From an optimization exercise on the open Yosys and OpenROAD flow, aimed at small area; shortcuts taken in it are not production practice. The RTL of this run was laid out without a check of its function. No activity file was given, so power comes from the tool's default toggle rates.

## flow/design.v

```verilog
module koki_core (
    input wire rst,
    input wire cmd_we,
    input wire [31:0] cmd,
    input wire [19:0] m_q,
    input wire grid_q,
    input wire inv_q,
    input wire ill_q,
    output wire [19:0] m_d,
    output wire grid_d,
    output wire inv_d,
    output wire ill_d,
    output wire [35:0] res,
    output wire [1:0] status
);
  wire new_n119, new_n120, new_n121, new_n122, new_n123, new_n124, new_n125, new_n126, new_n127, new_n128, new_n129, new_n130, new_n131, new_n132, new_n133, new_n134, new_n135, new_n136, new_n137, new_n138, new_n139, new_n140, new_n141, new_n142, new_n143, new_n144, new_n145, new_n146, new_n147, new_n148, new_n149, new_n150, new_n151, new_n152, new_n153, new_n154, new_n155, new_n156, new_n157, new_n158, new_n159, new_n160, new_n161, new_n162, new_n163, new_n164, new_n165, new_n166, new_n167, new_n168, new_n169, new_n170, new_n171, new_n172, new_n173, new_n174, new_n175, new_n176, new_n177, new_n178, new_n179, new_n180, new_n181, new_n182, new_n183, new_n184, new_n185, new_n186, new_n187, new_n188, new_n189, new_n190, new_n191, new_n192, new_n193, new_n194, new_n195, new_n196, new_n197, new_n198, new_n199, new_n200, new_n201, new_n202, new_n203, new_n204, new_n205, new_n206, new_n207, new_n208, new_n209, new_n210, new_n211, new_n212, new_n213, new_n214, new_n215, new_n216, new_n217, new_n218, new_n219, new_n220, new_n221, new_n222, new_n223, new_n224, new_n225, new_n226, new_n227, new_n228, new_n229, new_n230, new_n231, new_n232, new_n233, new_n234, new_n235, new_n236, new_n237, new_n238, new_n239, new_n240, new_n241, new_n242, new_n243, new_n244, new_n245, new_n246, new_n247, new_n248, new_n249, new_n250, new_n251, new_n252, new_n253, new_n254, new_n255, new_n256, new_n257, new_n258, new_n259, new_n260, new_n261, new_n262, new_n263, new_n264, new_n265, new_n266, new_n267, new_n268, new_n269, new_n270, new_n271, new_n272, new_n273, new_n274, new_n275, new_n276, new_n277, new_n278, new_n279, new_n280, new_n281, new_n282, new_n283, new_n284, new_n285, new_n286, new_n287, new_n288, new_n289, new_n290, new_n291, new_n292, new_n293, new_n294, new_n295, new_n296, new_n297, new_n298, new_n299, new_n300, new_n301, new_n302, new_n303, new_n304, new_n305, new_n306, new_n307, new_n308, new_n309, new_n310, new_n311, new_n312, new_n313, new_n314, new_n315, new_n316, new_n317, new_n318, new_n319, new_n320, new_n321, new_n322, new_n323, new_n324, new_n325, new_n326, new_n327, new_n328, new_n329, new_n330, new_n331, new_n332, new_n333, new_n334, new_n335, new_n336, new_n337, new_n338, new_n339, new_n340, new_n341, new_n342, new_n343, new_n344, new_n345, new_n346, new_n347, new_n348, new_n349, new_n350, new_n351, new_n352, new_n353, new_n354, new_n355, new_n356, new_n357, new_n358, new_n359, new_n360, new_n361, new_n362, new_n363, new_n364, new_n365, new_n366, new_n367, new_n368, new_n369, new_n370, new_n371, new_n372, new_n373, new_n374, new_n375, new_n376, new_n377, new_n378, new_n379, new_n380, new_n381, new_n382, new_n383, new_n384, new_n385, new_n386, new_n387, new_n388, new_n389, new_n390, new_n391, new_n392, new_n393, new_n394, new_n395, new_n396, new_n397, new_n398, new_n399, new_n400, new_n401, new_n402, new_n403, new_n404, new_n405, new_n406, new_n407, new_n408, new_n409, new_n410, new_n411, new_n412, new_n413, new_n414, new_n415, new_n416, new_n417, new_n418, new_n419, new_n420, new_n421, new_n422, new_n423, new_n424, new_n425, new_n426, new_n427, new_n428, new_n429, new_n430, new_n431, new_n432, new_n433, new_n434, new_n435, new_n436, new_n437, new_n438, new_n439, new_n440, new_n441, new_n442, new_n443, new_n444, new_n445, new_n446, new_n447, new_n448, new_n449, new_n450, new_n451, new_n452, new_n453, new_n454, new_n455, new_n456, new_n457, new_n458, new_n459, new_n460, new_n461, new_n462, new_n463, new_n464, new_n465, new_n466, new_n467, new_n468, new_n469, new_n470, new_n471, new_n472, new_n473, new_n474, new_n475, new_n476, new_n477, new_n478, new_n479, new_n480, new_n481, new_n482, new_n483, new_n484, new_n485, new_n486, new_n487, new_n488, new_n489, new_n490, new_n491, new_n492, new_n493, new_n494, new_n495, new_n496, new_n497, new_n498, new_n499, new_n500, new_n501, new_n502, new_n503, new_n504, new_n505, new_n506, new_n507, new_n508, new_n509, new_n510, new_n511, new_n512, new_n513, new_n514, new_n515, new_n516, new_n517, new_n518, new_n519, new_n520, new_n521, new_n522, new_n523, new_n524, new_n525, new_n526, new_n527, new_n528, new_n529, new_n530, new_n531, new_n532, new_n534, new_n535, new_n536, new_n537, new_n538, new_n539, new_n540, new_n541, new_n542, new_n543, new_n544, new_n545, new_n546, new_n547, new_n548, new_n549, new_n550, new_n551, new_n552, new_n553, new_n554, new_n555, new_n556, new_n557, new_n558, new_n560, new_n561, new_n562, new_n563, new_n564, new_n565, new_n566, new_n567, new_n568, new_n569, new_n570, new_n571, new_n572, new_n573, new_n574, new_n575, new_n576, new_n577, new_n578, new_n579, new_n580, new_n581, new_n582, new_n583, new_n584, new_n586, new_n587, new_n588, new_n589, new_n590, new_n591, new_n592, new_n593, new_n594, new_n595, new_n596, new_n597, new_n598, new_n599, new_n600, new_n601, new_n602, new_n603, new_n604, new_n605, new_n606, new_n607, new_n609, new_n610, new_n611, new_n612, new_n613, new_n614, new_n615, new_n616, new_n617, new_n618, new_n619, new_n620, new_n622, new_n623, new_n624, new_n625, new_n626, new_n627, new_n628, new_n629, new_n630, new_n631, new_n632, new_n633, new_n634, new_n635, new_n636, new_n638, new_n639, new_n640, new_n641, new_n642, new_n643, new_n644, new_n645, new_n647, new_n648, new_n649, new_n650, new_n651, new_n652, new_n653, new_n654, new_n655, new_n656, new_n658, new_n659, new_n660, new_n661, new_n662, new_n663, new_n664, new_n665, new_n666, new_n667, new_n668, new_n669, new_n670, new_n672, new_n673, new_n674, new_n675, new_n676, new_n677, new_n678, new_n679, new_n680, new_n681, new_n682, new_n683, new_n684, new_n686, new_n687, new_n688, new_n689, new_n690, new_n691, new_n693, new_n694, new_n695, new_n696, new_n697, new_n699, new_n700, new_n701, new_n702, new_n704, new_n705, new_n706, new_n707, new_n709, new_n710, new_n711, new_n712, new_n714, new_n715, new_n716, new_n717, new_n719, new_n720, new_n721, new_n722, new_n724, new_n725, new_n726, new_n727, new_n729, new_n730, new_n731, new_n732, new_n734, new_n735, new_n736, new_n738, new_n739, new_n741, new_n742, new_n743, new_n744, new_n745, new_n746, new_n747, new_n748, new_n749, new_n750, new_n751, new_n752, new_n753, new_n754, new_n755, new_n756, new_n757, new_n758, new_n760, new_n761, new_n763, new_n764, new_n765, new_n766, new_n767, new_n768, new_n769, new_n770, new_n771, new_n773, new_n774, new_n775, new_n776, new_n777, new_n778, new_n779, new_n780, new_n781, new_n783, new_n784, new_n785, new_n786, new_n787, new_n788, new_n789, new_n790, new_n791, new_n793, new_n794, new_n795, new_n796, new_n797, new_n798, new_n799, new_n800, new_n801, new_n803, new_n804, new_n805, new_n806, new_n807, new_n808, new_n809, new_n810, new_n811, new_n813, new_n814, new_n815, new_n816, new_n817, new_n818, new_n819, new_n820, new_n822, new_n823, new_n824, new_n825, new_n826, new_n827, new_n828, new_n829, new_n830, new_n832, new_n833, new_n834, new_n835, new_n836, new_n837, new_n838, new_n839, new_n841, new_n842, new_n843, new_n844, new_n845, new_n846, new_n847, new_n848, new_n850, new_n851, new_n852, new_n853, new_n854, new_n855, new_n856, new_n858, new_n859, new_n861, new_n862, new_n864, new_n865, new_n867, new_n868, new_n870, new_n872, new_n873, new_n874, new_n875, new_n876, new_n878, new_n879, new_n880, new_n881, new_n883, new_n884, new_n885, new_n886, new_n888, new_n889, new_n890, new_n891, new_n893, new_n894, new_n895, new_n896, new_n897, new_n899, new_n901, new_n905, new_n907, new_n910, new_n912, new_n914, new_n917, new_n919, new_n921, new_n923;
  assign new_n119 = cmd[28] & ~cmd[31] ;
  assign new_n120 = ~cmd[28] & ~cmd[29] ;
  assign new_n121 = cmd[28] & cmd[29] ;
  assign new_n122 = ~new_n120 & ~new_n121;
  assign new_n123 = cmd[31] & new_n122;
  assign new_n124 = ~cmd[16] & ~cmd[17] ;
  assign new_n125 = ~cmd[18] & ~cmd[19] ;
  assign new_n126 = new_n124 & new_n125;
  assign new_n127 = ~cmd[12] & ~cmd[13] ;
  assign new_n128 = ~cmd[14] & ~cmd[15] ;
  assign new_n129 = new_n127 & new_n128;
  assign new_n130 = ~cmd[8] & ~cmd[9] ;
  assign new_n131 = ~cmd[10] & ~cmd[11] ;
  assign new_n132 = new_n130 & new_n131;
  assign new_n133 = new_n129 & new_n132;
  assign new_n134 = new_n126 & new_n133;
  assign new_n135 = ~new_n123 & ~new_n134;
  assign new_n136 = ~cmd[25] & ~cmd[26] ;
  assign new_n137 = ~cmd[27] & new_n136;
  assign new_n138 = ~rst & cmd_we;
  assign new_n139 = ~cmd[23] & ~cmd[24] ;
  assign new_n140 = new_n138 & new_n139;
  assign new_n141 = new_n137 & new_n140;
  assign new_n142 = ~new_n135 & new_n141;
  assign new_n143 = ~cmd[20] & ~cmd[21] ;
  assign new_n144 = ~cmd[22] & new_n143;
  assign new_n145 = cmd[28] & ~cmd[29] ;
  assign new_n146 = cmd[31] & new_n145;
  assign new_n147 = ~new_n144 & ~new_n146;
  assign new_n148 = cmd[22] & ~new_n143;
  assign new_n149 = ~cmd[30] & ~new_n148;
  assign new_n150 = ~new_n147 & new_n149;
  assign new_n151 = new_n142 & new_n150;
  assign new_n152 = cmd[29] & new_n151;
  assign new_n153 = new_n119 & new_n152;
  assign new_n154 = ~cmd[28] & cmd[31] ;
  assign new_n155 = ~new_n119 & ~new_n154;
  assign new_n156 = cmd[7] & ~new_n155;
  assign new_n157 = cmd[3] & ~cmd[7] ;
  assign new_n158 = ~cmd[0] & cmd[4] ;
  assign new_n159 = ~cmd[1] & cmd[5] ;
  assign new_n160 = ~new_n158 & ~new_n159;
  assign new_n161 = cmd[2] & ~cmd[6] ;
  assign new_n162 = cmd[1] & ~cmd[5] ;
  assign new_n163 = ~new_n161 & ~new_n162;
  assign new_n164 = ~new_n160 & new_n163;
  assign new_n165 = ~cmd[3] & cmd[7] ;
  assign new_n166 = ~cmd[2] & cmd[6] ;
  assign new_n167 = ~new_n165 & ~new_n166;
  assign new_n168 = ~new_n164 & new_n167;
  assign new_n169 = ~new_n157 & ~new_n168;
  assign new_n170 = cmd[4] & ~new_n169;
  assign new_n171 = ~cmd[0] & ~cmd[1] ;
  assign new_n172 = cmd[2] & ~new_n171;
  assign new_n173 = ~cmd[3] & cmd[4] ;
  assign new_n174 = ~new_n172 & new_n173;
  assign new_n175 = ~cmd[1] & ~cmd[2] ;
  assign new_n176 = cmd[3] & ~new_n175;
  assign new_n177 = ~cmd[5] & ~cmd[6] ;
  assign new_n178 = cmd[7] & new_n177;
  assign new_n179 = ~new_n176 & new_n178;
  assign new_n180 = ~new_n174 & new_n179;
  assign new_n181 = ~new_n170 & new_n180;
  assign new_n182 = ~new_n156 & ~new_n181;
  assign new_n183 = ~cmd[6] & ~cmd[7] ;
  assign new_n184 = ~new_n157 & ~new_n165;
  assign new_n185 = cmd[5] & cmd[6] ;
  assign new_n186 = ~new_n177 & ~new_n185;
  assign new_n187 = cmd[3] & ~cmd[4] ;
  assign new_n188 = ~new_n173 & ~new_n187;
  assign new_n189 = new_n186 & new_n188;
  assign new_n190 = ~new_n184 & new_n189;
  assign new_n191 = ~cmd[2] & ~cmd[3] ;
  assign new_n192 = cmd[2] & new_n157;
  assign new_n193 = ~new_n191 & ~new_n192;
  assign new_n194 = cmd[4] & ~cmd[7] ;
  assign new_n195 = ~new_n186 & ~new_n194;
  assign new_n196 = ~new_n193 & new_n195;
  assign new_n197 = ~new_n190 & ~new_n196;
  assign new_n198 = new_n172 & ~new_n197;
  assign new_n199 = new_n183 & ~new_n198;
  assign new_n200 = ~cmd[3] & ~cmd[4] ;
  assign new_n201 = cmd[1] & cmd[2] ;
  assign new_n202 = new_n200 & ~new_n201;
  assign new_n203 = ~cmd[6] & ~new_n202;
  assign new_n204 = cmd[0] & cmd[1] ;
  assign new_n205 = ~cmd[2] & ~new_n204;
  assign new_n206 = cmd[3] & cmd[4] ;
  assign new_n207 = ~new_n205 & new_n206;
  assign new_n208 = ~new_n203 & ~new_n207;
  assign new_n209 = ~cmd[5] & new_n208;
  assign new_n210 = ~cmd[4] & ~new_n176;
  assign new_n211 = ~cmd[5] & new_n210;
  assign new_n212 = ~cmd[6] & ~new_n211;
  assign new_n213 = ~cmd[7] & ~new_n212;
  assign new_n214 = cmd[6] & new_n200;
  assign new_n215 = ~cmd[2] & new_n214;
  assign new_n216 = ~new_n213 & ~new_n215;
  assign new_n217 = ~new_n209 & ~new_n216;
  assign new_n218 = new_n208 & ~new_n214;
  assign new_n219 = cmd[7] & ~new_n218;
  assign new_n220 = cmd[5] & ~new_n219;
  assign new_n221 = ~new_n187 & new_n208;
  assign new_n222 = cmd[5] & ~new_n221;
  assign new_n223 = ~new_n199 & new_n222;
  assign new_n224 = new_n216 & ~new_n223;
  assign new_n225 = ~new_n199 & ~new_n217;
  assign new_n226 = ~new_n224 & new_n225;
  assign new_n227 = new_n170 & ~new_n226;
  assign new_n228 = ~cmd[4] & new_n169;
  assign new_n229 = new_n226 & new_n228;
  assign new_n230 = ~new_n227 & ~new_n229;
  assign new_n231 = new_n220 & ~new_n230;
  assign new_n232 = ~new_n217 & ~new_n231;
  assign new_n233 = ~new_n199 & ~new_n232;
  assign new_n234 = ~new_n199 & new_n220;
  assign new_n235 = new_n161 & new_n200;
  assign new_n236 = cmd[6] & cmd[7] ;
  assign new_n237 = ~new_n183 & ~new_n236;
  assign new_n238 = ~cmd[5] & ~new_n237;
  assign new_n239 = ~new_n235 & new_n238;
  assign new_n240 = ~new_n217 & new_n239;
  assign new_n241 = ~new_n234 & ~new_n240;
  assign new_n242 = ~new_n230 & new_n241;
  assign new_n243 = new_n224 & ~new_n234;
  assign new_n244 = ~new_n242 & new_n243;
  assign new_n245 = ~new_n233 & ~new_n244;
  assign new_n246 = ~cmd[6] & cmd[7] ;
  assign new_n247 = new_n245 & new_n246;
  assign new_n248 = ~new_n237 & ~new_n245;
  assign new_n249 = ~new_n238 & ~new_n248;
  assign new_n250 = ~new_n247 & new_n249;
  assign new_n251 = ~cmd[4] & ~new_n192;
  assign new_n252 = new_n186 & ~new_n251;
  assign new_n253 = new_n157 & ~new_n205;
  assign new_n254 = ~new_n165 & ~new_n253;
  assign new_n255 = cmd[2] & new_n204;
  assign new_n256 = ~cmd[5] & ~new_n255;
  assign new_n257 = ~new_n254 & new_n256;
  assign new_n258 = new_n252 & ~new_n257;
  assign new_n259 = ~new_n197 & ~new_n205;
  assign new_n260 = new_n258 & ~new_n259;
  assign new_n261 = ~cmd[7] & new_n209;
  assign new_n262 = ~new_n260 & new_n261;
  assign new_n263 = cmd[5] & ~new_n210;
  assign new_n264 = ~new_n211 & ~new_n263;
  assign new_n265 = ~new_n262 & new_n264;
  assign new_n266 = new_n250 & new_n265;
  assign new_n267 = ~new_n182 & ~new_n266;
  assign new_n268 = cmd[7] & new_n155;
  assign new_n269 = cmd[29] & ~new_n268;
  assign new_n270 = ~new_n267 & ~new_n269;
  assign new_n271 = ~cmd[29] & new_n177;
  assign new_n272 = ~new_n270 & ~new_n271;
  assign new_n273 = cmd[4] & ~new_n272;
  assign new_n274 = cmd[5] & new_n157;
  assign new_n275 = new_n161 & new_n274;
  assign new_n276 = new_n155 & ~new_n275;
  assign new_n277 = ~cmd[2] & new_n171;
  assign new_n278 = ~cmd[4] & new_n277;
  assign new_n279 = cmd[5] & ~new_n278;
  assign new_n280 = new_n188 & new_n236;
  assign new_n281 = ~new_n279 & new_n280;
  assign new_n282 = cmd[5] & ~cmd[7] ;
  assign new_n283 = ~new_n161 & ~new_n210;
  assign new_n284 = new_n282 & ~new_n283;
  assign new_n285 = cmd[4] & new_n192;
  assign new_n286 = ~new_n284 & ~new_n285;
  assign new_n287 = ~new_n281 & new_n286;
  assign new_n288 = ~new_n181 & new_n287;
  assign new_n289 = ~cmd[4] & ~cmd[7] ;
  assign new_n290 = ~cmd[2] & new_n289;
  assign new_n291 = new_n253 & new_n290;
  assign new_n292 = cmd[3] & ~new_n253;
  assign new_n293 = new_n279 & new_n292;
  assign new_n294 = ~new_n291 & ~new_n293;
  assign new_n295 = ~cmd[6] & ~new_n294;
  assign new_n296 = new_n176 & new_n194;
  assign new_n297 = ~new_n257 & ~new_n296;
  assign new_n298 = cmd[6] & ~new_n277;
  assign new_n299 = ~new_n297 & new_n298;
  assign new_n300 = ~new_n295 & ~new_n299;
  assign new_n301 = new_n288 & new_n300;
  assign new_n302 = new_n276 & ~new_n301;
  assign new_n303 = cmd[29] & ~new_n302;
  assign new_n304 = cmd[0] & ~new_n303;
  assign new_n305 = cmd[0] & ~cmd[4] ;
  assign new_n306 = ~new_n158 & ~new_n305;
  assign new_n307 = ~new_n161 & ~new_n166;
  assign new_n308 = new_n306 & new_n307;
  assign new_n309 = ~new_n306 & ~new_n307;
  assign new_n310 = ~new_n308 & ~new_n309;
  assign new_n311 = ~new_n184 & new_n306;
  assign new_n312 = ~new_n175 & ~new_n201;
  assign new_n313 = new_n186 & ~new_n312;
  assign new_n314 = ~new_n186 & new_n312;
  assign new_n315 = ~new_n313 & ~new_n314;
  assign new_n316 = ~new_n311 & new_n315;
  assign new_n317 = ~new_n310 & new_n316;
  assign new_n318 = ~new_n197 & new_n317;
  assign new_n319 = new_n177 & new_n289;
  assign new_n320 = ~new_n170 & ~new_n319;
  assign new_n321 = ~new_n228 & new_n320;
  assign new_n322 = ~new_n318 & new_n321;
  assign new_n323 = new_n226 & new_n322;
  assign new_n324 = ~new_n226 & ~new_n322;
  assign new_n325 = ~new_n155 & ~new_n324;
  assign new_n326 = ~new_n323 & new_n325;
  assign new_n327 = ~cmd[29] & ~new_n326;
  assign new_n328 = ~new_n304 & ~new_n327;
  assign new_n329 = cmd[1] & new_n144;
  assign new_n330 = cmd[20] & cmd[21] ;
  assign new_n331 = cmd[13] & new_n330;
  assign new_n332 = cmd[17] & cmd[22] ;
  assign new_n333 = ~new_n331 & ~new_n332;
  assign new_n334 = cmd[20] & ~cmd[21] ;
  assign new_n335 = cmd[5] & new_n334;
  assign new_n336 = ~cmd[20] & cmd[21] ;
  assign new_n337 = cmd[9] & new_n336;
  assign new_n338 = ~new_n335 & ~new_n337;
  assign new_n339 = new_n333 & new_n338;
  assign new_n340 = ~new_n329 & new_n339;
  assign new_n341 = new_n328 & new_n340;
  assign new_n342 = ~new_n328 & ~new_n340;
  assign new_n343 = ~new_n341 & ~new_n342;
  assign new_n344 = new_n230 & ~new_n241;
  assign new_n345 = ~new_n155 & ~new_n242;
  assign new_n346 = ~new_n344 & new_n345;
  assign new_n347 = ~cmd[29] & ~new_n346;
  assign new_n348 = ~new_n159 & ~new_n162;
  assign new_n349 = new_n197 & ~new_n348;
  assign new_n350 = ~new_n175 & ~new_n349;
  assign new_n351 = new_n319 & ~new_n350;
  assign new_n352 = new_n155 & ~new_n281;
  assign new_n353 = ~new_n260 & new_n352;
  assign new_n354 = ~new_n351 & new_n353;
  assign new_n355 = ~new_n266 & new_n354;
  assign new_n356 = ~new_n347 & ~new_n355;
  assign new_n357 = new_n343 & new_n356;
  assign new_n358 = ~new_n341 & ~new_n357;
  assign new_n359 = ~new_n155 & ~new_n245;
  assign new_n360 = ~cmd[29] & ~new_n359;
  assign new_n361 = ~new_n237 & new_n258;
  assign new_n362 = cmd[7] & new_n185;
  assign new_n363 = new_n276 & ~new_n362;
  assign new_n364 = ~new_n361 & new_n363;
  assign new_n365 = cmd[7] & ~new_n252;
  assign new_n366 = new_n212 & new_n365;
  assign new_n367 = ~new_n262 & ~new_n366;
  assign new_n368 = new_n364 & new_n367;
  assign new_n369 = ~new_n360 & ~new_n368;
  assign new_n370 = ~new_n358 & new_n369;
  assign new_n371 = new_n358 & ~new_n369;
  assign new_n372 = ~cmd[14] & new_n330;
  assign new_n373 = ~cmd[10] & new_n336;
  assign new_n374 = ~new_n372 & ~new_n373;
  assign new_n375 = ~cmd[6] & new_n334;
  assign new_n376 = ~cmd[2] & new_n143;
  assign new_n377 = ~new_n375 & ~new_n376;
  assign new_n378 = new_n374 & new_n377;
  assign new_n379 = ~new_n371 & ~new_n378;
  assign new_n380 = ~new_n370 & ~new_n379;
  assign new_n381 = cmd[3] & new_n144;
  assign new_n382 = cmd[15] & new_n330;
  assign new_n383 = cmd[19] & cmd[22] ;
  assign new_n384 = ~new_n382 & ~new_n383;
  assign new_n385 = cmd[7] & new_n334;
  assign new_n386 = cmd[11] & new_n336;
  assign new_n387 = ~new_n385 & ~new_n386;
  assign new_n388 = new_n384 & new_n387;
  assign new_n389 = ~new_n381 & new_n388;
  assign new_n390 = new_n380 & ~new_n389;
  assign new_n391 = new_n250 & new_n272;
  assign new_n392 = new_n364 & ~new_n391;
  assign new_n393 = new_n155 & ~new_n392;
  assign new_n394 = new_n250 & ~new_n364;
  assign new_n395 = ~cmd[29] & ~new_n394;
  assign new_n396 = ~new_n393 & ~new_n395;
  assign new_n397 = ~new_n380 & new_n389;
  assign new_n398 = ~new_n390 & ~new_n397;
  assign new_n399 = ~new_n396 & new_n398;
  assign new_n400 = ~new_n390 & ~new_n399;
  assign new_n401 = cmd[4] & ~new_n270;
  assign new_n402 = ~cmd[4] & ~new_n272;
  assign new_n403 = ~new_n401 & ~new_n402;
  assign new_n404 = ~new_n400 & ~new_n403;
  assign new_n405 = ~new_n273 & ~new_n404;
  assign new_n406 = ~cmd[31] & ~new_n405;
  assign new_n407 = ~cmd[29] & ~new_n406;
  assign new_n408 = cmd[5] & cmd[29] ;
  assign new_n409 = ~new_n405 & new_n408;
  assign new_n410 = cmd[6] & new_n409;
  assign new_n411 = ~new_n407 & ~new_n410;
  assign new_n412 = new_n272 & ~new_n411;
  assign new_n413 = cmd[7] & new_n411;
  assign new_n414 = ~new_n412 & ~new_n413;
  assign new_n415 = ~new_n146 & ~new_n400;
  assign new_n416 = new_n403 & ~new_n415;
  assign new_n417 = ~new_n404 & ~new_n416;
  assign new_n418 = new_n396 & ~new_n398;
  assign new_n419 = ~new_n399 & ~new_n418;
  assign new_n420 = ~new_n343 & ~new_n356;
  assign new_n421 = ~new_n357 & ~new_n420;
  assign new_n422 = ~new_n303 & ~new_n327;
  assign new_n423 = cmd[0] & new_n144;
  assign new_n424 = cmd[12] & new_n330;
  assign new_n425 = cmd[16] & cmd[22] ;
  assign new_n426 = ~new_n424 & ~new_n425;
  assign new_n427 = cmd[4] & new_n334;
  assign new_n428 = cmd[8] & new_n336;
  assign new_n429 = ~new_n427 & ~new_n428;
  assign new_n430 = new_n426 & new_n429;
  assign new_n431 = ~new_n423 & new_n430;
  assign new_n432 = new_n422 & ~new_n431;
  assign new_n433 = ~new_n422 & new_n431;
  assign new_n434 = ~new_n432 & ~new_n433;
  assign new_n435 = ~new_n421 & new_n434;
  assign new_n436 = ~new_n370 & ~new_n371;
  assign new_n437 = ~cmd[22] & ~new_n378;
  assign new_n438 = ~cmd[18] & cmd[22] ;
  assign new_n439 = ~new_n437 & ~new_n438;
  assign new_n440 = new_n436 & new_n439;
  assign new_n441 = ~new_n436 & ~new_n439;
  assign new_n442 = ~new_n440 & ~new_n441;
  assign new_n443 = new_n435 & new_n442;
  assign new_n444 = ~new_n419 & new_n443;
  assign new_n445 = ~new_n435 & ~new_n442;
  assign new_n446 = ~new_n444 & ~new_n445;
  assign new_n447 = ~new_n417 & new_n446;
  assign new_n448 = new_n417 & ~new_n446;
  assign new_n449 = ~new_n447 & ~new_n448;
  assign new_n450 = cmd[31] & ~new_n405;
  assign new_n451 = ~cmd[5] & new_n450;
  assign new_n452 = cmd[5] & ~new_n450;
  assign new_n453 = ~new_n451 & ~new_n452;
  assign new_n454 = new_n419 & new_n443;
  assign new_n455 = ~new_n417 & new_n454;
  assign new_n456 = ~new_n419 & ~new_n443;
  assign new_n457 = ~new_n455 & ~new_n456;
  assign new_n458 = new_n453 & ~new_n457;
  assign new_n459 = ~new_n453 & new_n457;
  assign new_n460 = ~new_n458 & ~new_n459;
  assign new_n461 = new_n421 & ~new_n460;
  assign new_n462 = ~new_n421 & new_n460;
  assign new_n463 = ~new_n461 & ~new_n462;
  assign new_n464 = new_n449 & new_n463;
  assign new_n465 = ~new_n449 & ~new_n463;
  assign new_n466 = ~new_n464 & ~new_n465;
  assign new_n467 = new_n417 & new_n454;
  assign new_n468 = cmd[6] & ~new_n408;
  assign new_n469 = ~new_n407 & new_n468;
  assign new_n470 = ~new_n185 & ~new_n271;
  assign new_n471 = new_n405 & ~new_n470;
  assign new_n472 = ~cmd[6] & new_n409;
  assign new_n473 = ~new_n471 & ~new_n472;
  assign new_n474 = ~new_n469 & new_n473;
  assign new_n475 = ~new_n467 & new_n474;
  assign new_n476 = ~new_n466 & new_n475;
  assign new_n477 = new_n466 & ~new_n474;
  assign new_n478 = ~new_n476 & ~new_n477;
  assign new_n479 = new_n414 & ~new_n478;
  assign new_n480 = ~new_n414 & new_n478;
  assign new_n481 = ~new_n479 & ~new_n480;
  assign new_n482 = new_n153 & new_n481;
  assign new_n483 = new_n122 & new_n151;
  assign new_n484 = ~new_n121 & ~new_n144;
  assign new_n485 = cmd[30] & ~cmd[31] ;
  assign new_n486 = ~new_n484 & new_n485;
  assign new_n487 = new_n142 & new_n486;
  assign new_n488 = ~new_n152 & ~new_n487;
  assign new_n489 = ~new_n122 & new_n155;
  assign new_n490 = ~new_n488 & new_n489;
  assign new_n491 = ~new_n483 & ~new_n490;
  assign new_n492 = new_n434 & ~new_n491;
  assign new_n493 = ~new_n186 & ~new_n188;
  assign new_n494 = ~new_n189 & ~new_n493;
  assign new_n495 = ~cmd[30] & ~new_n494;
  assign new_n496 = ~cmd[22] & ~new_n495;
  assign new_n497 = ~cmd[30] & ~new_n315;
  assign new_n498 = new_n310 & new_n497;
  assign new_n499 = ~new_n330 & ~new_n498;
  assign new_n500 = ~new_n496 & ~new_n499;
  assign new_n501 = ~cmd[6] & new_n500;
  assign new_n502 = cmd[6] & ~new_n500;
  assign new_n503 = ~new_n501 & ~new_n502;
  assign new_n504 = ~cmd[7] & cmd[31] ;
  assign new_n505 = new_n120 & ~new_n504;
  assign new_n506 = new_n151 & ~new_n505;
  assign new_n507 = new_n120 & new_n506;
  assign new_n508 = ~new_n503 & new_n507;
  assign new_n509 = ~cmd[7] & cmd[29] ;
  assign new_n510 = ~new_n120 & ~new_n509;
  assign new_n511 = ~new_n319 & new_n510;
  assign new_n512 = new_n487 & ~new_n511;
  assign new_n513 = ~rst & ~new_n506;
  assign new_n514 = ~new_n512 & new_n513;
  assign new_n515 = m_q[0] & new_n514;
  assign new_n516 = cmd[3] & new_n310;
  assign new_n517 = ~cmd[3] & ~new_n310;
  assign new_n518 = new_n145 & ~new_n517;
  assign new_n519 = ~new_n516 & new_n518;
  assign new_n520 = ~cmd[22] & new_n334;
  assign new_n521 = ~cmd[0] & ~new_n520;
  assign new_n522 = cmd[0] & new_n520;
  assign new_n523 = new_n121 & ~new_n522;
  assign new_n524 = ~new_n521 & new_n523;
  assign new_n525 = ~cmd[28] & cmd[29] ;
  assign new_n526 = new_n310 & new_n525;
  assign new_n527 = ~new_n524 & ~new_n526;
  assign new_n528 = ~new_n519 & new_n527;
  assign new_n529 = new_n512 & ~new_n528;
  assign new_n530 = ~new_n515 & ~new_n529;
  assign new_n531 = ~new_n508 & new_n530;
  assign new_n532 = ~new_n492 & new_n531;
  assign m_d[0] = new_n482 | ~new_n532;
  assign new_n534 = ~new_n421 & ~new_n491;
  assign new_n535 = new_n153 & ~new_n434;
  assign new_n536 = m_q[1] & new_n514;
  assign new_n537 = cmd[22] & new_n336;
  assign new_n538 = ~new_n310 & ~new_n315;
  assign new_n539 = new_n495 & new_n538;
  assign new_n540 = ~new_n537 & ~new_n539;
  assign new_n541 = ~cmd[5] & new_n540;
  assign new_n542 = cmd[5] & ~new_n540;
  assign new_n543 = ~new_n541 & ~new_n542;
  assign new_n544 = new_n507 & new_n543;
  assign new_n545 = new_n122 & ~new_n315;
  assign new_n546 = ~cmd[22] & new_n336;
  assign new_n547 = ~cmd[1] & new_n546;
  assign new_n548 = cmd[1] & ~new_n122;
  assign new_n549 = ~new_n546 & new_n548;
  assign new_n550 = ~new_n547 & ~new_n549;
  assign new_n551 = ~new_n545 & new_n550;
  assign new_n552 = new_n519 & ~new_n551;
  assign new_n553 = ~new_n519 & new_n551;
  assign new_n554 = new_n512 & ~new_n553;
  assign new_n555 = ~new_n552 & new_n554;
  assign new_n556 = ~new_n544 & ~new_n555;
  assign new_n557 = ~new_n536 & new_n556;
  assign new_n558 = ~new_n535 & new_n557;
  assign m_d[1] = new_n534 | ~new_n558;
  assign new_n560 = new_n442 & ~new_n491;
  assign new_n561 = new_n421 & new_n434;
  assign new_n562 = ~new_n421 & ~new_n434;
  assign new_n563 = ~new_n561 & ~new_n562;
  assign new_n564 = new_n153 & ~new_n563;
  assign new_n565 = new_n496 & ~new_n499;
  assign new_n566 = cmd[2] & ~new_n565;
  assign new_n567 = ~cmd[2] & new_n565;
  assign new_n568 = ~new_n566 & ~new_n567;
  assign new_n569 = ~new_n122 & new_n568;
  assign new_n570 = new_n122 & new_n494;
  assign new_n571 = new_n512 & ~new_n570;
  assign new_n572 = ~new_n569 & new_n571;
  assign new_n573 = cmd[22] & new_n334;
  assign new_n574 = new_n310 & new_n315;
  assign new_n575 = new_n495 & new_n574;
  assign new_n576 = ~new_n573 & ~new_n575;
  assign new_n577 = ~cmd[4] & new_n576;
  assign new_n578 = cmd[4] & ~new_n576;
  assign new_n579 = ~new_n577 & ~new_n578;
  assign new_n580 = new_n507 & new_n579;
  assign new_n581 = m_q[2] & new_n514;
  assign new_n582 = ~new_n580 & ~new_n581;
  assign new_n583 = ~new_n572 & new_n582;
  assign new_n584 = ~new_n564 & new_n583;
  assign m_d[2] = new_n560 | ~new_n584;
  assign new_n586 = new_n419 & ~new_n491;
  assign new_n587 = new_n442 & new_n561;
  assign new_n588 = ~new_n442 & ~new_n561;
  assign new_n589 = ~new_n587 & ~new_n588;
  assign new_n590 = new_n153 & ~new_n589;
  assign new_n591 = new_n507 & ~new_n568;
  assign new_n592 = m_q[3] & new_n514;
  assign new_n593 = cmd[28] & new_n512;
  assign new_n594 = cmd[22] & new_n143;
  assign new_n595 = cmd[3] & ~new_n594;
  assign new_n596 = ~cmd[3] & new_n594;
  assign new_n597 = cmd[29] & ~new_n596;
  assign new_n598 = ~new_n595 & new_n597;
  assign new_n599 = ~cmd[0] & ~new_n315;
  assign new_n600 = cmd[0] & new_n315;
  assign new_n601 = ~cmd[29] & ~new_n600;
  assign new_n602 = ~new_n599 & new_n601;
  assign new_n603 = ~new_n598 & ~new_n602;
  assign new_n604 = new_n593 & new_n603;
  assign new_n605 = ~new_n592 & ~new_n604;
  assign new_n606 = ~new_n591 & new_n605;
  assign new_n607 = ~new_n590 & new_n606;
  assign m_d[3] = new_n586 | ~new_n607;
  assign new_n609 = new_n417 & ~new_n491;
  assign new_n610 = ~new_n443 & new_n563;
  assign new_n611 = new_n419 & ~new_n610;
  assign new_n612 = ~new_n419 & new_n610;
  assign new_n613 = ~new_n611 & ~new_n612;
  assign new_n614 = new_n153 & new_n613;
  assign new_n615 = m_q[4] & new_n514;
  assign new_n616 = cmd[2] & ~cmd[29] ;
  assign new_n617 = ~new_n579 & ~new_n616;
  assign new_n618 = new_n593 & ~new_n617;
  assign new_n619 = ~new_n615 & ~new_n618;
  assign new_n620 = ~new_n614 & new_n619;
  assign m_d[4] = new_n609 | ~new_n620;
  assign new_n622 = new_n153 & ~new_n449;
  assign new_n623 = ~cmd[29] & ~cmd[31] ;
  assign new_n624 = cmd[5] & ~new_n623;
  assign new_n625 = ~cmd[5] & ~cmd[29] ;
  assign new_n626 = ~new_n624 & ~new_n625;
  assign new_n627 = new_n405 & new_n626;
  assign new_n628 = ~new_n405 & ~new_n626;
  assign new_n629 = ~new_n491 & ~new_n628;
  assign new_n630 = ~new_n627 & new_n629;
  assign new_n631 = m_q[5] & new_n514;
  assign new_n632 = cmd[1] & ~cmd[29] ;
  assign new_n633 = ~new_n543 & ~new_n632;
  assign new_n634 = new_n593 & ~new_n633;
  assign new_n635 = ~new_n631 & ~new_n634;
  assign new_n636 = ~new_n630 & new_n635;
  assign m_d[5] = new_n622 | ~new_n636;
  assign new_n638 = new_n153 & new_n460;
  assign new_n639 = ~new_n474 & ~new_n491;
  assign new_n640 = m_q[6] & new_n514;
  assign new_n641 = cmd[0] & ~cmd[29] ;
  assign new_n642 = new_n503 & ~new_n641;
  assign new_n643 = new_n593 & ~new_n642;
  assign new_n644 = ~new_n640 & ~new_n643;
  assign new_n645 = ~new_n639 & new_n644;
  assign m_d[6] = new_n638 | ~new_n645;
  assign new_n647 = ~cmd[5] & new_n454;
  assign new_n648 = new_n417 & ~new_n647;
  assign new_n649 = ~new_n455 & ~new_n648;
  assign new_n650 = new_n474 & ~new_n649;
  assign new_n651 = ~new_n474 & new_n649;
  assign new_n652 = ~new_n650 & ~new_n651;
  assign new_n653 = new_n153 & ~new_n652;
  assign new_n654 = ~new_n414 & ~new_n491;
  assign new_n655 = m_q[7] & new_n514;
  assign new_n656 = ~new_n654 & ~new_n655;
  assign m_d[7] = new_n653 | ~new_n656;
  assign new_n658 = new_n481 & new_n490;
  assign new_n659 = ~cmd[6] & new_n467;
  assign new_n660 = ~new_n453 & new_n659;
  assign new_n661 = new_n453 & ~new_n467;
  assign new_n662 = ~new_n660 & ~new_n661;
  assign new_n663 = new_n414 & ~new_n662;
  assign new_n664 = ~new_n414 & new_n662;
  assign new_n665 = ~new_n663 & ~new_n664;
  assign new_n666 = new_n153 & new_n665;
  assign new_n667 = cmd[8] & new_n152;
  assign new_n668 = m_q[8] & new_n514;
  assign new_n669 = ~new_n667 & ~new_n668;
  assign new_n670 = ~new_n666 & new_n669;
  assign m_d[8] = new_n658 | ~new_n670;
  assign new_n672 = new_n185 & new_n467;
  assign new_n673 = ~new_n414 & new_n672;
  assign new_n674 = new_n414 & ~new_n672;
  assign new_n675 = ~new_n673 & ~new_n674;
  assign new_n676 = new_n466 & new_n675;
  assign new_n677 = ~new_n466 & ~new_n675;
  assign new_n678 = ~new_n676 & ~new_n677;
  assign new_n679 = new_n153 & new_n678;
  assign new_n680 = ~new_n434 & new_n490;
  assign new_n681 = m_q[9] & new_n514;
  assign new_n682 = cmd[9] & new_n152;
  assign new_n683 = ~new_n681 & ~new_n682;
  assign new_n684 = ~new_n680 & new_n683;
  assign m_d[9] = new_n679 | ~new_n684;
  assign new_n686 = new_n119 & new_n675;
  assign new_n687 = ~cmd[10] & ~new_n686;
  assign new_n688 = new_n152 & ~new_n687;
  assign new_n689 = m_q[10] & new_n514;
  assign new_n690 = new_n490 & ~new_n563;
  assign new_n691 = ~new_n689 & ~new_n690;
  assign m_d[10] = new_n688 | ~new_n691;
  assign new_n693 = new_n490 & ~new_n589;
  assign new_n694 = cmd[11] & new_n152;
  assign new_n695 = m_q[11] & new_n514;
  assign new_n696 = ~new_n694 & ~new_n695;
  assign new_n697 = ~new_n693 & new_n696;
  assign m_d[11] = new_n482 | ~new_n697;
  assign new_n699 = new_n490 & new_n613;
  assign new_n700 = cmd[12] & new_n152;
  assign new_n701 = m_q[12] & new_n514;
  assign new_n702 = ~new_n700 & ~new_n701;
  assign m_d[12] = new_n699 | ~new_n702;
  assign new_n704 = ~new_n449 & new_n490;
  assign new_n705 = m_q[13] & new_n514;
  assign new_n706 = cmd[13] & new_n152;
  assign new_n707 = ~new_n705 & ~new_n706;
  assign m_d[13] = new_n704 | ~new_n707;
  assign new_n709 = new_n460 & new_n490;
  assign new_n710 = m_q[14] & new_n514;
  assign new_n711 = cmd[14] & new_n152;
  assign new_n712 = ~new_n710 & ~new_n711;
  assign m_d[14] = new_n709 | ~new_n712;
  assign new_n714 = new_n490 & ~new_n652;
  assign new_n715 = cmd[15] & new_n152;
  assign new_n716 = m_q[15] & new_n514;
  assign new_n717 = ~new_n715 & ~new_n716;
  assign m_d[15] = new_n714 | ~new_n717;
  assign new_n719 = new_n490 & new_n665;
  assign new_n720 = cmd[16] & new_n152;
  assign new_n721 = m_q[16] & new_n514;
  assign new_n722 = ~new_n720 & ~new_n721;
  assign m_d[16] = new_n719 | ~new_n722;
  assign new_n724 = new_n490 & new_n678;
  assign new_n725 = cmd[17] & new_n152;
  assign new_n726 = m_q[17] & new_n514;
  assign new_n727 = ~new_n725 & ~new_n726;
  assign m_d[17] = new_n724 | ~new_n727;
  assign new_n729 = new_n490 & new_n675;
  assign new_n730 = m_q[18] & new_n514;
  assign new_n731 = cmd[18] & new_n152;
  assign new_n732 = ~new_n730 & ~new_n731;
  assign m_d[18] = new_n729 | ~new_n732;
  assign new_n734 = cmd[19] & new_n152;
  assign new_n735 = m_q[19] & new_n514;
  assign new_n736 = ~new_n734 & ~new_n735;
  assign m_d[19] = new_n658 | ~new_n736;
  assign new_n738 = cmd[31] & new_n152;
  assign new_n739 = grid_q & new_n514;
  assign grid_d = new_n738 | new_n739;
  assign new_n741 = inv_q & new_n514;
  assign new_n742 = ~cmd[29] & new_n255;
  assign new_n743 = ~new_n155 & ~new_n742;
  assign new_n744 = ~new_n172 & new_n200;
  assign new_n745 = new_n362 & ~new_n744;
  assign new_n746 = ~new_n743 & new_n745;
  assign new_n747 = ~new_n347 & new_n746;
  assign new_n748 = cmd[3] & cmd[5] ;
  assign new_n749 = ~new_n290 & ~new_n748;
  assign new_n750 = ~new_n282 & ~new_n749;
  assign new_n751 = ~new_n226 & new_n750;
  assign new_n752 = ~new_n317 & ~new_n751;
  assign new_n753 = new_n175 & new_n200;
  assign new_n754 = new_n623 & ~new_n753;
  assign new_n755 = ~new_n349 & new_n754;
  assign new_n756 = ~new_n752 & new_n755;
  assign new_n757 = ~new_n747 & ~new_n756;
  assign new_n758 = new_n506 & ~new_n757;
  assign inv_d = new_n741 | new_n758;
  assign new_n760 = cmd_we & new_n514;
  assign new_n761 = ~rst & ill_q;
  assign ill_d = new_n760 | new_n761;
  assign new_n763 = ~m_q[0] & ~inv_q;
  assign new_n764 = grid_q & ~inv_q;
  assign new_n765 = ~m_q[2] & ~m_q[3] ;
  assign new_n766 = m_q[2] & m_q[3] ;
  assign new_n767 = ~new_n765 & ~new_n766;
  assign new_n768 = new_n764 & new_n767;
  assign new_n769 = ~new_n763 & ~new_n768;
  assign new_n770 = ~m_q[0] & grid_q;
  assign new_n771 = new_n767 & new_n770;
  assign res[0] = new_n769 | new_n771;
  assign new_n773 = ~grid_q & ~inv_q;
  assign new_n774 = ~m_q[1] & new_n773;
  assign new_n775 = ~m_q[4] & ~m_q[6] ;
  assign new_n776 = m_q[4] & m_q[6] ;
  assign new_n777 = ~new_n775 & ~new_n776;
  assign new_n778 = ~m_q[7] & new_n777;
  assign new_n779 = m_q[7] & ~new_n777;
  assign new_n780 = new_n764 & ~new_n779;
  assign new_n781 = ~new_n778 & new_n780;
  assign res[1] = ~new_n774 & ~new_n781;
  assign new_n783 = ~m_q[8] & ~m_q[11] ;
  assign new_n784 = m_q[8] & m_q[11] ;
  assign new_n785 = ~new_n783 & ~new_n784;
  assign new_n786 = m_q[10] & new_n764;
  assign new_n787 = new_n785 & new_n786;
  assign new_n788 = ~m_q[10] & new_n764;
  assign new_n789 = ~new_n785 & new_n788;
  assign new_n790 = ~m_q[2] & new_n773;
  assign new_n791 = ~new_n789 & ~new_n790;
  assign res[2] = ~new_n787 & new_n791;
  assign new_n793 = ~m_q[12] & ~m_q[15] ;
  assign new_n794 = m_q[12] & m_q[15] ;
  assign new_n795 = ~new_n793 & ~new_n794;
  assign new_n796 = m_q[14] & new_n764;
  assign new_n797 = new_n795 & new_n796;
  assign new_n798 = ~m_q[14] & new_n764;
  assign new_n799 = ~new_n795 & new_n798;
  assign new_n800 = ~m_q[3] & new_n773;
  assign new_n801 = ~new_n799 & ~new_n800;
  assign res[3] = ~new_n797 & new_n801;
  assign new_n803 = ~m_q[16] & ~m_q[18] ;
  assign new_n804 = m_q[16] & m_q[18] ;
  assign new_n805 = ~new_n803 & ~new_n804;
  assign new_n806 = m_q[19] & new_n764;
  assign new_n807 = new_n805 & new_n806;
  assign new_n808 = ~m_q[19] & new_n764;
  assign new_n809 = ~new_n805 & new_n808;
  assign new_n810 = ~m_q[4] & new_n773;
  assign new_n811 = ~new_n809 & ~new_n810;
  assign res[4] = ~new_n807 & new_n811;
  assign new_n813 = ~m_q[5] & new_n773;
  assign new_n814 = ~m_q[0] & ~m_q[1] ;
  assign new_n815 = m_q[0] & m_q[1] ;
  assign new_n816 = ~new_n814 & ~new_n815;
  assign new_n817 = ~m_q[3] & new_n816;
  assign new_n818 = m_q[3] & ~new_n816;
  assign new_n819 = new_n764 & ~new_n818;
  assign new_n820 = ~new_n817 & new_n819;
  assign res[5] = ~new_n813 & ~new_n820;
  assign new_n822 = ~m_q[4] & ~m_q[7] ;
  assign new_n823 = m_q[4] & m_q[7] ;
  assign new_n824 = ~new_n822 & ~new_n823;
  assign new_n825 = m_q[5] & new_n764;
  assign new_n826 = new_n824 & new_n825;
  assign new_n827 = ~m_q[5] & new_n764;
  assign new_n828 = ~new_n824 & new_n827;
  assign new_n829 = ~m_q[6] & new_n773;
  assign new_n830 = ~new_n828 & ~new_n829;
  assign res[6] = ~new_n826 & new_n830;
  assign new_n832 = ~m_q[7] & new_n773;
  assign new_n833 = ~m_q[8] & ~m_q[9] ;
  assign new_n834 = m_q[8] & m_q[9] ;
  assign new_n835 = ~new_n833 & ~new_n834;
  assign new_n836 = ~m_q[11] & new_n835;
  assign new_n837 = m_q[11] & ~new_n835;
  assign new_n838 = new_n764 & ~new_n837;
  assign new_n839 = ~new_n836 & new_n838;
  assign res[7] = ~new_n832 & ~new_n839;
  assign new_n841 = ~m_q[12] & ~m_q[13] ;
  assign new_n842 = m_q[12] & m_q[13] ;
  assign new_n843 = ~new_n841 & ~new_n842;
  assign new_n844 = ~m_q[15] & new_n843;
  assign new_n845 = m_q[15] & ~new_n843;
  assign new_n846 = new_n764 & ~new_n845;
  assign new_n847 = ~new_n844 & new_n846;
  assign new_n848 = ~m_q[8] & new_n773;
  assign res[8] = ~new_n847 & ~new_n848;
  assign new_n850 = ~m_q[16] & ~m_q[17] ;
  assign new_n851 = m_q[16] & m_q[17] ;
  assign new_n852 = ~new_n850 & ~new_n851;
  assign new_n853 = new_n806 & new_n852;
  assign new_n854 = new_n808 & ~new_n852;
  assign new_n855 = ~m_q[9] & new_n773;
  assign new_n856 = ~new_n854 & ~new_n855;
  assign res[9] = ~new_n853 & new_n856;
  assign new_n858 = ~m_q[3] & new_n764;
  assign new_n859 = ~m_q[10] & new_n773;
  assign res[10] = ~new_n858 & ~new_n859;
  assign new_n861 = ~m_q[7] & new_n764;
  assign new_n862 = ~m_q[11] & new_n773;
  assign res[11] = ~new_n861 & ~new_n862;
  assign new_n864 = ~m_q[11] & new_n764;
  assign new_n865 = ~m_q[12] & new_n773;
  assign res[12] = ~new_n864 & ~new_n865;
  assign new_n867 = ~m_q[15] & new_n764;
  assign new_n868 = ~m_q[13] & new_n773;
  assign res[13] = ~new_n867 & ~new_n868;
  assign new_n870 = ~m_q[14] & new_n773;
  assign res[14] = ~new_n808 & ~new_n870;
  assign new_n872 = ~m_q[15] & new_n773;
  assign new_n873 = ~m_q[2] & new_n816;
  assign new_n874 = m_q[2] & ~new_n816;
  assign new_n875 = new_n764 & ~new_n874;
  assign new_n876 = ~new_n873 & new_n875;
  assign res[15] = ~new_n872 & ~new_n876;
  assign new_n878 = new_n777 & new_n825;
  assign new_n879 = ~new_n777 & new_n827;
  assign new_n880 = ~m_q[16] & new_n773;
  assign new_n881 = ~new_n879 & ~new_n880;
  assign res[16] = ~new_n878 & new_n881;
  assign new_n883 = new_n786 & new_n835;
  assign new_n884 = new_n788 & ~new_n835;
  assign new_n885 = ~m_q[17] & new_n773;
  assign new_n886 = ~new_n884 & ~new_n885;
  assign res[17] = ~new_n883 & new_n886;
  assign new_n888 = new_n798 & ~new_n843;
  assign new_n889 = new_n796 & new_n843;
  assign new_n890 = ~m_q[18] & new_n773;
  assign new_n891 = ~new_n889 & ~new_n890;
  assign res[18] = ~new_n888 & new_n891;
  assign new_n893 = ~m_q[19] & new_n773;
  assign new_n894 = ~m_q[18] & new_n852;
  assign new_n895 = m_q[18] & ~new_n852;
  assign new_n896 = new_n764 & ~new_n895;
  assign new_n897 = ~new_n894 & new_n896;
  assign res[19] = ~new_n893 & ~new_n897;
  assign new_n899 = m_q[2] & grid_q;
  assign res[20] = inv_q | new_n899;
  assign new_n901 = m_q[6] & grid_q;
  assign res[21] = inv_q | new_n901;
  assign res[22] = inv_q | new_n786;
  assign res[23] = inv_q | new_n796;
  assign new_n905 = m_q[18] & grid_q;
  assign res[24] = inv_q | new_n905;
  assign new_n907 = m_q[1] & grid_q;
  assign res[25] = inv_q | new_n907;
  assign res[26] = inv_q | new_n825;
  assign new_n910 = m_q[9] & grid_q;
  assign res[27] = inv_q | new_n910;
  assign new_n912 = m_q[13] & grid_q;
  assign res[28] = inv_q | new_n912;
  assign new_n914 = m_q[17] & grid_q;
  assign res[29] = inv_q | new_n914;
  assign res[30] = ~new_n763 & ~new_n773;
  assign new_n917 = m_q[4] & grid_q;
  assign res[31] = inv_q | new_n917;
  assign new_n919 = ~m_q[8] & ~inv_q;
  assign res[32] = ~new_n773 & ~new_n919;
  assign new_n921 = m_q[12] & grid_q;
  assign res[33] = inv_q | new_n921;
  assign new_n923 = m_q[16] & grid_q;
  assign res[34] = inv_q | new_n923;
  assign res[35] = inv_q;
  assign status[0] = inv_q;
  assign status[1] = ill_q;
endmodule
module koki_h74 (
    input  wire        clk,
    input  wire        rst,
    input  wire        cmd_we,
    input  wire [31:0] cmd,
    output wire [35:0] res,
    output wire [1:0]  status      
);
    reg  [19:0] m_q;
    reg         grid_q, ill_q;
    reg         ninv_q;                   
    wire        inv_q = ~ninv_q;
    wire [19:0] m_d;
    wire        grid_d, inv_d, ill_d;
    koki_core u_core (
        .rst(rst), .cmd_we(cmd_we), .cmd(cmd),
        .m_q(m_q), .grid_q(grid_q), .inv_q(inv_q), .ill_q(ill_q),
        .m_d(m_d), .grid_d(grid_d), .inv_d(inv_d), .ill_d(ill_d),
        .res(res), .status(status)
    );
    always @(posedge clk) begin
        m_q    <= m_d;
        grid_q <= grid_d;
        ninv_q <= ~inv_d;
        ill_q  <= ill_d;
    end
endmodule
```

## flow/flow/run.sh

```bash
#!/bin/bash
# Own layout flow: the standard layout (standard.sh) with
#  - synthesis by flow/synth.tcl: the standard flow's synthesis script, but ABC maps
#    for area (flow/abc.script) and no adder cells are extracted;
#  - the port buffers that global placement inserts made from buf_1.
# Registers, their names and cell types are those of the standard synthesis.
set -euo pipefail
HERE=$(pwd)
export OWN_ABC_SCRIPT="$HERE/flow/abc.script"
export BUFFER_PORTS_ARGS="-buffer_cell sky130_fd_sc_hd__buf_1"
bash standard.sh SYNTH_SCRIPT="$HERE/flow/synth.tcl" ADDER_MAP_FILE= finish > standard.log 2>&1
```

## flow/flow/abc.script

```
strash
dch
map -D 4000
topo
stime -c
```

## flow/flow/synth.tcl

```tcl
# The standard flow's synthesis script (synth_recipe.tcl) with two changes: every abc
# call maps with the area-oriented script flow/abc.script, and the caller
# sets ADDER_MAP_FILE empty so no half/full adder cells are extracted.
proc synth {args} { yosys synth -nofsm -noshare {*}$args }
proc abc {args} {
  set i [lsearch -exact $args -script]
  if { $i >= 0 } {
    set args [lreplace $args [expr {$i + 1}] [expr {$i + 1}] $::env(OWN_ABC_SCRIPT)]
  }
  yosys abc {*}$args
}
source $::env(SCRIPTS_DIR)/synth.tcl
# left out here: clear keep_hierarchy, flatten, clean up, hide names made inside functions, write 1_2_yosys.v
```

## flow/standard.sh

```bash
#!/bin/bash
# synth_recipe.tcl (not shown) runs the flow's synth.tcl, then flattens the netlist and writes it again
# the make line also repeats each setting of config.mk as NAME=value (left out here)
make -C /OpenROAD-flow-scripts/flow DESIGN_CONFIG=/design/flow/config.mk WORK_HOME=/design/flow/orfs CLKGATE_MAP_FILE= SYNTH_SCRIPT=/design/flow/synth_recipe.tcl "${@:-finish}"
```

## flow/config.mk

```make
export PLATFORM = sky130hd
export DESIGN_NAME = koki_h74
export DESIGN_NICKNAME = koki_h74
export VERILOG_FILES = /design/flow/design.v
export SDC_FILE = /design/flow/constraint.sdc
export NUM_CORES = 4
export LEC_CHECK = 0
export ABC_AREA = 1
export CAP_MARGIN = 20
export CORE_MARGIN = 2
export CORE_UTILIZATION = 35
export GPL_TIMING_DRIVEN = 0
export SLEW_MARGIN = 20
export SYNTH_HIERARCHICAL = 1
export SYNTH_MEMORY_MAX_BITS = 32768
```

## flow/constraint.sdc

```tcl
create_clock -name core_clock -period 7.0 [get_ports {clk}]
set_input_delay 1.4000 -clock core_clock [delete_from_list [all_inputs] [get_ports {clk}]]
set_output_delay 1.4000 -clock core_clock [all_outputs]
set_load 0.01 [all_outputs]
```

==> qor.txt <==
Number of I/O port buffers = 72
Fin. max-slew vios = 0
Avg Cell Area, Syn = 5.73 µm²
Crit end category = flip-flop
Critical Path AT = 6.67 ns
Cell Area, Synth = 3150 µm²
Worst hold path type = flip-flop to flip-flop
PwrDens = 144 nW/µm²
Gr ovfl total = 0
Distinct cells, synth = 32
Synth Warn # = 7
Setup-failing EPs final = 0
Total CTS buffers = 3
WHS Endpoint = ill_q$_DFF_P_
Core footprint = 8720 µm²
Hold Crit Start = ill_q$_DFF_P_
Total number of vias = 4281
Seq/Total Area, Yosys = 14.6%
FMAX = 153 MHz
Cell mode on critical path = nand2_1
Crit Path Max Fanout = 10
CP Data Required Time = 7.13 ns
Syn nets = 585
Syn Inst Count = 550
Startpoint types = input pin
Die ar. = 9770 µm²
Hold slack = 0.483 ns
Die Y = 98.9 µm
Most frequent cells in the layout = nand2_1 (105), clkinv_1 (80), nor2_1 (66), buf_1 (66), a21oi_1 (57)
Max-cap violation count = 0
Register bit total from synthesis = 23
GR Util All Layers = 23.7%
Skew final = 0 ns
Final WS setup = 0.456 ns
Dpl hpwl = 9.71 mm
First-pass GRT wire length = 19.2 mm
Worst Tran Pin Value = 0.863 ns
Floorplan row count = 34
Slew margin rel. = 42.4%
Clock sink count = 23
Remaining antenna violation count = 0
Crit Path Class = input pin to flip-flop
Nets@finish = 669
Period minus WS final = 6.54 ns
Clock Tree Root = clkbuf_8
Crit-path slowest cell = or2_2
Vias in the first global route = 3847
Status = no timing/DRC/antenna violations
Pre-CTS setup slack = -1.41 ns
Worst skew pair latency = 0.26 ns
Largest net degree at the start of global routing = 26
Hold Path Stages = 2
DRT Pass-1 Iters = 5
Clock transition at the registers of the reported paths = 0.08 ns
Chip width = 98.9 µm
Initial DRC Count = 442
Clk buf depth = 2
Flop2flop setup slack = 5.64 ns
FF-to-FF End = ninv_q$_DFF_P_
Worst R2R Start = ninv_q$_DFF_P_
Overall power = 0.541 mW
TritonCTS clock tree = done
Layout cells sized above 1 = 7.90%
Initial Util = 36.1%
P_leak = 1.40 nW
Post-DR wirelength/cell = 16.4 µm
Placer Congestion = 0.963
Most common cell after layout, fill and taps aside = nand2_1
Final Hold Vio Count = 0
Final WL = 12.1 mm
Peak supply drop = 0.0000695 V
Path depth of the worst reg2reg path = 4
H-tree level count = 1
Tcrit/Tclk final = 93.5%
Ant diodes = 0
Remaining DRCs = 0
IO Count = 73
Via density per instance = 5.78
Initial antenna violation count = 0
Max incr delay on CP = 0.32 ns
Area delta synth->final = 19.2%
Yosys stat by module, one instance, submodules excluded:
module	copies in the design	flip-flops and latches
koki_core	1	0
koki_h74	1	23
worst max-delay path by stage:
stage | start | end | slack, ns | depth (start not counted)
CTS | cmd[7] | m_q[19]$_DFF_P_ | 0.0003 | 37
global route | cmd[3] | m_q[19]$_DFF_P_ | -0.05 | 36
floorplan | cmd[6] | m_q[19]$_DFF_P_ | 0.85 | 35
global placement | cmd[5] | m_q[19]$_DFF_P_ | -1.33 | 36
finish | cmd[3] | m_q[11]$_DFF_P_ | 0.46 | 36
detailed placement | cmd[5] | m_q[19]$_DFF_P_ | -1.41 | 36
layout make-up:
| cell class | count | area (µm²) |
|---|---|---|
| flip-flops and latches | 23 | 460 |
| inverters | 86 | 338 |
| fillers | 960 | 4970 |
| multi-input cells | 438 | 2410 |
| well taps | 108 | 135 |
| repair buffers | 79 | 342 |
| clock buffers | 4 | 45.0 |
| plain buffers | 3 | 22.5 |
registers in the layout (all words and copies together), names as in the netlist:
register  cells
m_q          20
grid_q        1
ill_q         1
ninv_q        1
critical path, delay by kind of cell:
| family | cells | cell delay, ns |
|---|---|---|
| xor+xnor | 3 | 0.64 |
| buf+inv | 3 | 0.44 |
| compound gates | 11 | 1.71 |
| simple gates | 19 | 2.46 |
cells by family (layout without fill, tap and decap cells):
kind of cell	count (synthesis)	count (layout)	synth area share [%]
AOI/OAI and AO/OA	180	180	36.2
xor gates and xnor gates	30	30	8.34
DFF	23	23	14.6
and+or+nand+nor	227	227	29.6
muxes	1	1	0.318
buffers and inverters	89	172	11.0
synthesized netlist by cell type:
library cell  number  area (µm²)
o221ai_1          14         123
a221oi_1           8        70.1
buf_4              3        22.5
nand3_1           20         100
nor2_1            72         270
o32ai_1            2        17.5
nor4_1             5        31.3
a211oi_1           2        15.0
o211ai_1           5        37.5
o221a_2            1        11.3
a31oi_1           10        62.6
o21a_1             2        15.0
o22ai_1           11        68.8
a22oi_1           15         113
a21oi_1           58         290
nor3_1            17        85.1
a21boi_0           3        22.5
xor2_1            17         149
o31ai_1            3        22.5
a21o_2             2        17.5
o2111ai_1          5        43.8
or2_2              4        25.0
a31o_2             1        8.76
mux2i_1            1        10.0
xnor2_1           13         114
and2_2             3        22.5
clkinv_1          86         323
a41oi_1            1        8.76
o21ai_0           36         180
nand2_1          106         398
dfxtp_1           23         460
a2111o_1           1        11.3
stage by stage:
| stage | TNS [ns] | area, µm² | util [%] | std cells |
|---|---|---|---|---|
| floorplan | 0 | 3150 | - | 550 |
| global placement | -13.71 | 3550 | 40.8 | 730 |
| detailed placement | -14.52 | 3560 | 40.8 | 730 |
| CTS | 0 | 3660 | 42.0 | 736 |
| global route | -0.0867 | 3750 | 43.1 | 741 |
| finish | 0 | 3750 | 43.1 | 741 |
layer usage:
layer	vias up	track usage [%]	part of all wire, %
met4	0	6.43	2.1
met5	-	0	0
li1	2112	-	-
met3	28	1.35	7.4
met1	1920	32.4	44
met2	221	40.5	46
report_power, final:
part | switching (mW) | total [mW] | internal (mW)
clock network | 0.0398 | 0.0804 | 0.0406
registers | 0.000348 | 0.132 | 0.131
logic | 0.214 | 0.329 | 0.115
total | 0.254 | 0.541 | 0.287
timing repair:
action	CTS	global route
pin swaps	2	5
resized for setup	15	29
endpoints found under the setup margin	15	13
setup buffers	2	5
hold buffers	0	0
hold endpoints to repair	0	0

## re-timing with driven ports
The flow's constraints put no driver on any port. The routed layout listed below was extracted and timed again, unchanged, in two steps. Step 1: set_driving_cell puts a clkbuf_16 on clk and a buf_2 on each other input, an assumption about the parent block. Step 2, shift: input delay + t, output delay - t, t = (earliest + latest rising clock arrival at the registers) / 2. This alone moves slack from input paths to output paths. Slacks: ideal / step 1 / step 2; pairs: ideal / step 1.
t, ns: 0.281
setup slack, ns: 0.456 / 0.443 / 0.162
hold slack, ns: 0.483 / 0.483 / 0.483
worst register clock-pin slew, ns: 0.08 / 0.08
cell pins on the clock port's net: 1
After both steps setup and hold are still met in this run. The setup slack of this run moves by -0.013 ns with the drivers and by -0.294 ns with both steps.
